This design comes from an exercise in tuning for small area on the open sky130 flow, not from production work. Function was checked by simulation only, so behaviour that the tests miss may differ from the original. The clock input has no modelled driver; a real chip could not lean on it and would need a root buffer or a full tree. No activity file was given, so power comes from the tool's default toggle rates.

== nickel ==
## relay_spi_ctrl
module relay_spi_ctrl (
    input  wire         clk,
    input  wire         rst,           
    input  wire         tick,          
    input  wire         req_valid,
    output wire         req_ready,
    input  wire [3:0]   req_op,
    input  wire         req_board_given,
    input  wire [7:0]   req_board,
    input  wire [7:0]   req_relay,
    output wire         resp_valid,
    output wire [1:0]   resp_err,
    output wire [6:0]   resp_state,
    output wire [159:0] resp_id,
    output reg  [4:0]   resp_id_len,
    output wire         fs,
    output reg          fs_oe,
    output wire         spi_cs_n,
    output wire         spi_sclk,
    output wire         spi_mosi,
    input  wire         spi_miso
);
    localparam ST_IDLE = 3'b000, ST_SETTLE = 3'b001, ST_RESP_OK = 3'b010, ST_RESP_ERR = 3'b011,
               ST_WAIT = 3'b100, ST_XFER = 3'b101, ST_TAIL = 3'b110, ST_TICK = 3'b111;
    reg  [2:0]   st;
    reg          def_ok;
    reg  [2:0]   def_board;
    reg  [2:0]   cmd;           
    reg          board2;        
    reg  [4:0]   n;             
  ...
For scale: about 440 cells after synthesis, roughly 190 flip-flops, roughly 210 I/O pins, ~0.0054 mm^2 of cells after synthesis.
==> module relay_spi_ctrl, before the edit <==
module relay_spi_ctrl (
    input  wire         clk,
    input  wire         rst,           
    input  wire         tick,          
    input  wire         req_valid,
    output wire         req_ready,
    input  wire [3:0]   req_op,
    input  wire         req_board_given,
    input  wire [7:0]   req_board,
    input  wire [7:0]   req_relay,
    output wire         resp_valid,
    output wire [1:0]   resp_err,
    output wire [6:0]   resp_state,
    output wire [159:0] resp_id,
    output reg  [4:0]   resp_id_len,
    output wire         fs,
    output reg          fs_oe,
    output wire         spi_cs_n,
    output wire         spi_sclk,
    output wire         spi_mosi,
    input  wire         spi_miso
);
    localparam ST_IDLE = 3'b000, ST_SETTLE = 3'b001, ST_RESP_OK = 3'b010, ST_RESP_ERR = 3'b011,
               ST_WAIT = 3'b100, ST_XFER = 3'b101, ST_TAIL = 3'b110, ST_TICK = 3'b111;
    reg  [2:0]   st;
    reg          def_ok;
    reg  [2:0]   def_board;
    reg  [2:0]   cmd;           
    reg          board2;        
    reg  [4:0]   n;             
    reg          rxb;           
    reg          nz;            
    reg  [159:0] ring;
    wire [4:0]   p20;
    wire [2:0]   p8;
    wire         pend, rend;
    relay_spi_xfer u_time (
        .clk (clk),
        .rst (rst),
        .p20 (p20),
        .p8  (p8),
        .pend(pend),
        .rend(rend)
    );
    wire [1:0] err;
    relay_encoder u_enc (
        .op         (req_op),
        .is_open    (fs_oe),
        .board_given(req_board_given),
        .board_arg  (req_board),
        .def_ok     (def_ok),
        .def_big    (def_board[0]),
        .relay      (req_relay),
        .err        (err)
    );
    wire xfer     = (st == ST_XFER);
    wire tail     = (st == ST_TAIL);
    wire in_frame = (n[4:2] == 3'd0);         
    wire [2:0] board = (req_board_given || req_op[2:0] == 3'd7) ? req_board[2:0] : def_board;
    assign req_ready  = !st[2] && (st[1] || !st[0]);
    assign resp_valid = !st[2] && st[1];
    assign resp_err   = {2{st[0]}} & resp_id_len[1:0];
    assign fs         = st[2];
    assign spi_cs_n   = !(xfer || tail);
    assign spi_sclk   = xfer && p20[4];
    reg [7:0] opcode;
    always @(*) begin
        case (cmd)
            3'd0: opcode = 8'h10;
            3'd1: opcode = 8'h11;
            3'd2: opcode = 8'h12;
            3'd3: opcode = 8'h60;
            3'd4: opcode = 8'h61;
            3'd5: opcode = 8'h62;
            3'd6: opcode = 8'h14;
            default: opcode = 8'h01;
        endcase
    end
    reg [7:0] fbyte;
    always @(*) begin
        case (n[1:0])
            2'd0: fbyte = {5'b00011, board2, resp_id_len[4:3]};
            2'd1: fbyte = opcode;
            2'd2: fbyte = {5'b00000, resp_id_len[2:0]};
            default: fbyte = 8'h00;
        endcase
    end
    assign spi_mosi = in_frame && fbyte[~p8];
    wire done = (n[4] && n[3]) || (n[4:1] == 4'b0010 && (n[0] ? !cmd[0] : !(cmd[2] && cmd[1])));
    wire last_byte = (n[4:2] != 3'd0) || (n[1:0] == 2'd3);
    wire wr = (p20 == resp_id_len);
    always @(posedge clk)
        ring <= {ring[158:0], wr ? rxb : ring[159]};
    genvar s, j;
    generate
        for (s = 0; s < 20; s = s + 1) begin : g_slot
            for (j = 0; j < 8; j = j + 1) begin : g_bit
                assign resp_id[8*s + 7 - j] = ring[159 - ((20*(j+1) + s) % 160)];
            end
        end
    endgenerate
    assign resp_state = resp_id[6:0];
    always @(posedge clk) begin
        if (xfer && pend) begin
            rxb <= spi_miso;
            nz  <= (p8 == 3'd0) ? spi_miso : (nz || spi_miso);
        end
    end
    always @(posedge clk) begin
        if (req_ready && !fs_oe) begin
            def_ok    <= req_board_given && (req_board[7:3] == 5'd0);
            def_board <= {req_board[2:1], (req_board_given && req_board[7:3] == 5'd0) ? req_board[0] : req_board_given};
        end
    end
    always @(posedge clk) begin
        if (rst) begin
            st    <= ST_IDLE;
            fs_oe <= 1'b0;
        end else if (req_ready) begin
            st          <= ST_IDLE;
            cmd         <= req_op[2:0];
            n           <= 5'd0;
            board2      <= board[2];
            resp_id_len <= {board[1:0], req_relay[2], (err != 2'd0) ? err : req_relay[1:0]};
            if (req_valid) begin
                if (err != 2'd0) begin
                    st  <= ST_RESP_ERR;
                end else if (req_op == 4'd8) begin
                    fs_oe     <= 1'b1;
                    st        <= ST_SETTLE;
                end else if (req_op == 4'd9) begin
                    fs_oe <= 1'b0;
                    st    <= ST_RESP_OK;
                end else begin
                    st <= ST_WAIT;
                end
            end
        end else begin
            case (st)
                ST_SETTLE: if (tick) begin
                    n <= n + 1'b1;
                    if (n[3] && n[0]) st <= ST_RESP_OK;        
                end
                ST_WAIT: if (rend) st <= done ? ST_RESP_OK : ST_XFER;
                ST_XFER: if (rend) begin
                    n <= n + 1'b1;
                    if (last_byte) st <= ST_TAIL;
                end
                ST_TAIL: if (pend) begin
                    if (n[4:3] == 2'd0 && n[1:0] == 2'd0)    
                        resp_id_len <= 5'd0;
                    else if (nz)
                        resp_id_len <= resp_id_len + 1'b1;
                    st <= ST_TICK;
                end
                ST_TICK: if (tick) st <= ST_WAIT;
                default: st <= ST_IDLE;
            endcase
        end
    end
endmodule
export LEC_CHECK = 0
export ABC_AREA = 1
export CAP_MARGIN = 20
export CORE_MARGIN = 2
export CORE_UTILIZATION = 75
export PLACE_DENSITY = 0.95
export SLEW_MARGIN = 20
create_clock -name core_clock -period 20.0 [get_ports {clk}]
standard.sh (not shown) runs the stock make flow with config.mk's settings and CLKGATE_MAP_FILE= SYNTH_SCRIPT=/design/flow/synth_recipe.tcl, a recipe that flattens the netlist after the stock synthesis.
==> flow/flow/run.sh <==
#!/bin/bash
# The standard layout with these changes: the logic mapped again for area after
# floorplan (post_floorplan.tcl), port buffers of the smallest buffer cell, the
# logic downsized before clock tree synthesis (pre_cts.tcl), and a clock tree of
# 10 balanced clkbuf_8 leaves under one clkbuf_4 root (post_cts.tcl). Each
# tool's output goes to its own log in this folder.
set -euo pipefail
export BUFFER_PORTS_ARGS="-buffer_cell sky130_fd_sc_hd__buf_1"
export CTS_ARGS="-sink_clustering_enable -repair_clock_nets -dont_use_dummy_load -buf_list sky130_fd_sc_hd__clkbuf_8"
export POST_FLOORPLAN_TCL="$PWD/flow/post_floorplan.tcl"
export PRE_CTS_TCL="$PWD/flow/pre_cts.tcl"
export POST_CTS_TCL="$PWD/flow/post_cts.tcl"
bash standard.sh synth > make_synth.log 2>&1
bash standard.sh finish > make_finish.log 2>&1
cp -r orfs/logs/* . 2>/dev/null || true
Other scripts of this flow, unchanged in this note and not shown: flow/flow/cts_manual.tcl, flow/flow/downsize.tcl, flow/flow/halfadd.tcl, flow/flow/post_cts.tcl, flow/flow/post_floorplan.tcl, flow/flow/pre_cts.tcl
--- input diff nickel..garnet ---
--- a/flow/design.v
+++ b/flow/design.v
@@ -73,11 +73,10 @@
     reg          def_ok;
     reg  [2:0]   def_board;
     reg  [2:0]   cmd;           
     reg          board2;        
     reg  [4:0]   n;             
-    reg          rxb;           
     reg          nz;            
     reg  [159:0] ring;
     wire [4:0]   p20;
     wire [2:0]   p8;
     wire         pend, rend;
@@ -107,11 +106,14 @@
     assign req_ready  = !st[2] && (st[1] || !st[0]);
     assign resp_valid = !st[2] && st[1];
     assign resp_err   = {2{st[0]}} & resp_id_len[1:0];
     assign fs         = st[2];
     assign spi_cs_n   = !(xfer || tail);
-    assign spi_sclk   = xfer && p20[4];
+    wire grp      = (p20[4:2] == resp_id_len[4:2]);
+    wire frame_tl = (n[4:3] == 2'd0 && n[1:0] == 2'd0);    
+    assign spi_sclk   = (xfer && (in_frame ? p20[4] : (p8 != 3'd0 && grp))) ||
+                        (tail && !frame_tl && p8 == 3'd0 && grp);
     reg [7:0] opcode;
     always @(*) begin
         case (cmd)
             3'd0: opcode = 8'h10;
             3'd1: opcode = 8'h11;
@@ -135,26 +137,31 @@
     assign spi_mosi = in_frame && fbyte[~p8];
     wire done = (n[4] && n[3]) || (n[4:1] == 4'b0010 && (n[0] ? !cmd[0] : !(cmd[2] && cmd[1])));
     wire last_byte = (n[4:2] != 3'd0) || (n[1:0] == 2'd3);
     wire wr = (p20 == resp_id_len);
     always @(posedge clk)
-        ring <= {ring[158:0], wr ? rxb : ring[159]};
+        ring <= {ring[158:0], wr ? spi_miso : ring[159]};
     genvar s, j;
     generate
         for (s = 0; s < 20; s = s + 1) begin : g_slot
             for (j = 0; j < 8; j = j + 1) begin : g_bit
                 assign resp_id[8*s + 7 - j] = ring[159 - ((20*(j+1) + s) % 160)];
             end
         end
     endgenerate
     assign resp_state = resp_id[6:0];
-    always @(posedge clk) begin
-        if (xfer && pend) begin
-            rxb <= spi_miso;
-            nz  <= (p8 == 3'd0) ? spi_miso : (nz || spi_miso);
-        end
-    end
+    wire nz_next = nz || (wr && spi_miso);
+    always @(posedge clk)
+        nz <= !(xfer && p8 == 3'd0) && nz_next;
+    wire n_inc = (st == ST_SETTLE && tick) || (xfer && rend);
+    always @(posedge clk)
+        n <= {5{!req_ready}} & (n + n_inc);
+    wire ftail   = tail && pend && !p8[0] && frame_tl;
+    wire len_inc = tail && pend && !p8[0] && (nz_next || !cmd[0]);
+    always @(posedge clk)
+        resp_id_len <= req_ready ? {board[1:0], req_relay[2], (err != 2'd0) ? err : req_relay[1:0]}
+                                 : {5{!ftail}} & (resp_id_len + len_inc);
     always @(posedge clk) begin
         if (req_ready && !fs_oe) begin
             def_ok    <= req_board_given && (req_board[7:3] == 5'd0);
             def_board <= {req_board[2:1], (req_board_given && req_board[7:3] == 5'd0) ? req_board[0] : req_board_given};
         end
@@ -164,13 +171,11 @@
             st    <= ST_IDLE;
             fs_oe <= 1'b0;
         end else if (req_ready) begin
             st          <= ST_IDLE;
             cmd         <= req_op[2:0];
-            n           <= 5'd0;
             board2      <= board[2];
-            resp_id_len <= {board[1:0], req_relay[2], (err != 2'd0) ? err : req_relay[1:0]};
             if (req_valid) begin
                 if (err != 2'd0) begin
                     st  <= ST_RESP_ERR;
                 end else if (req_op == 4'd8) begin
                     fs_oe     <= 1'b1;
@@ -183,25 +188,17 @@
                 end
             end
         end else begin
             case (st)
                 ST_SETTLE: if (tick) begin
-                    n <= n + 1'b1;
                     if (n[3] && n[0]) st <= ST_RESP_OK;        
                 end
                 ST_WAIT: if (rend) st <= done ? ST_RESP_OK : ST_XFER;
                 ST_XFER: if (rend) begin
-                    n <= n + 1'b1;
                     if (last_byte) st <= ST_TAIL;
                 end
-                ST_TAIL: if (pend) begin
-                    if (n[4:3] == 2'd0 && n[1:0] == 2'd0)    
-                        resp_id_len <= 5'd0;
-                    else if (nz)
-                        resp_id_len <= resp_id_len + 1'b1;
-                    st <= ST_TICK;
-                end
+                ST_TAIL: if (pend && p8[0]) st <= ST_TICK;    
                 ST_TICK: if (tick) st <= ST_WAIT;
                 default: st <= ST_IDLE;
             endcase
         end
     end
Findings:
Looking at met2 track demand over resource in global routing, garnet sits 5.9 points lower than nickel does. Against nickel as the reference, garnet delivers a higher sequential share of power. The number of global-route vias before repair in garnet sits 143 below the value recorded for nickel. NOTE: total stage count of the critical path in garnet falls short of that of nickel. Across both runs, cell-internal power was lower for garnet than for nickel. Total power shrinks by a few percent when moving from nickel to garnet. Portion of netlist area occupied by mux cells (higher): nickel. Min combinational cell fraction of total power across nickel and garnet: garnet. Across both runs, sequential cell area was lower for garnet than for nickel. Compared to nickel, garnet has share of power burned in the clock network 0.7 points higher.
In every run of this note, the design's own scripts or RTL, not TritonCTS, make the clock network.

## port drivers added, routing unchanged
No port has a modelled driver above. Below, the same layouts with a new extraction and two added sets of constraints. Step 1: set_driving_cell puts a clkbuf_16 on clk and a buf_2 on each other input, an assumption about the parent block. Step 2 times the ports against the registers' clock, not the clock port: input delays grow and output delays shrink by t, the midpoint of the rising clock arrivals with the driver on. Three values: ideal, step 1, step 2; two values: the first two.
run	shift t [ns]	slack for setup (ns)	worst setup path after step 2	worst register clock-pin slew, ns
nickel	0.530	13.540 / 13.509 / 13.339	input to register	0.12 / 0.12
garnet	0.526	13.420 / 13.390 / 13.806	input to register	0.12 / 0.12
After both steps every run listed still meets setup and hold. The setup slack of nickel, which loses most, moves by -0.031 ns with the drivers and by -0.201 ns with both steps.
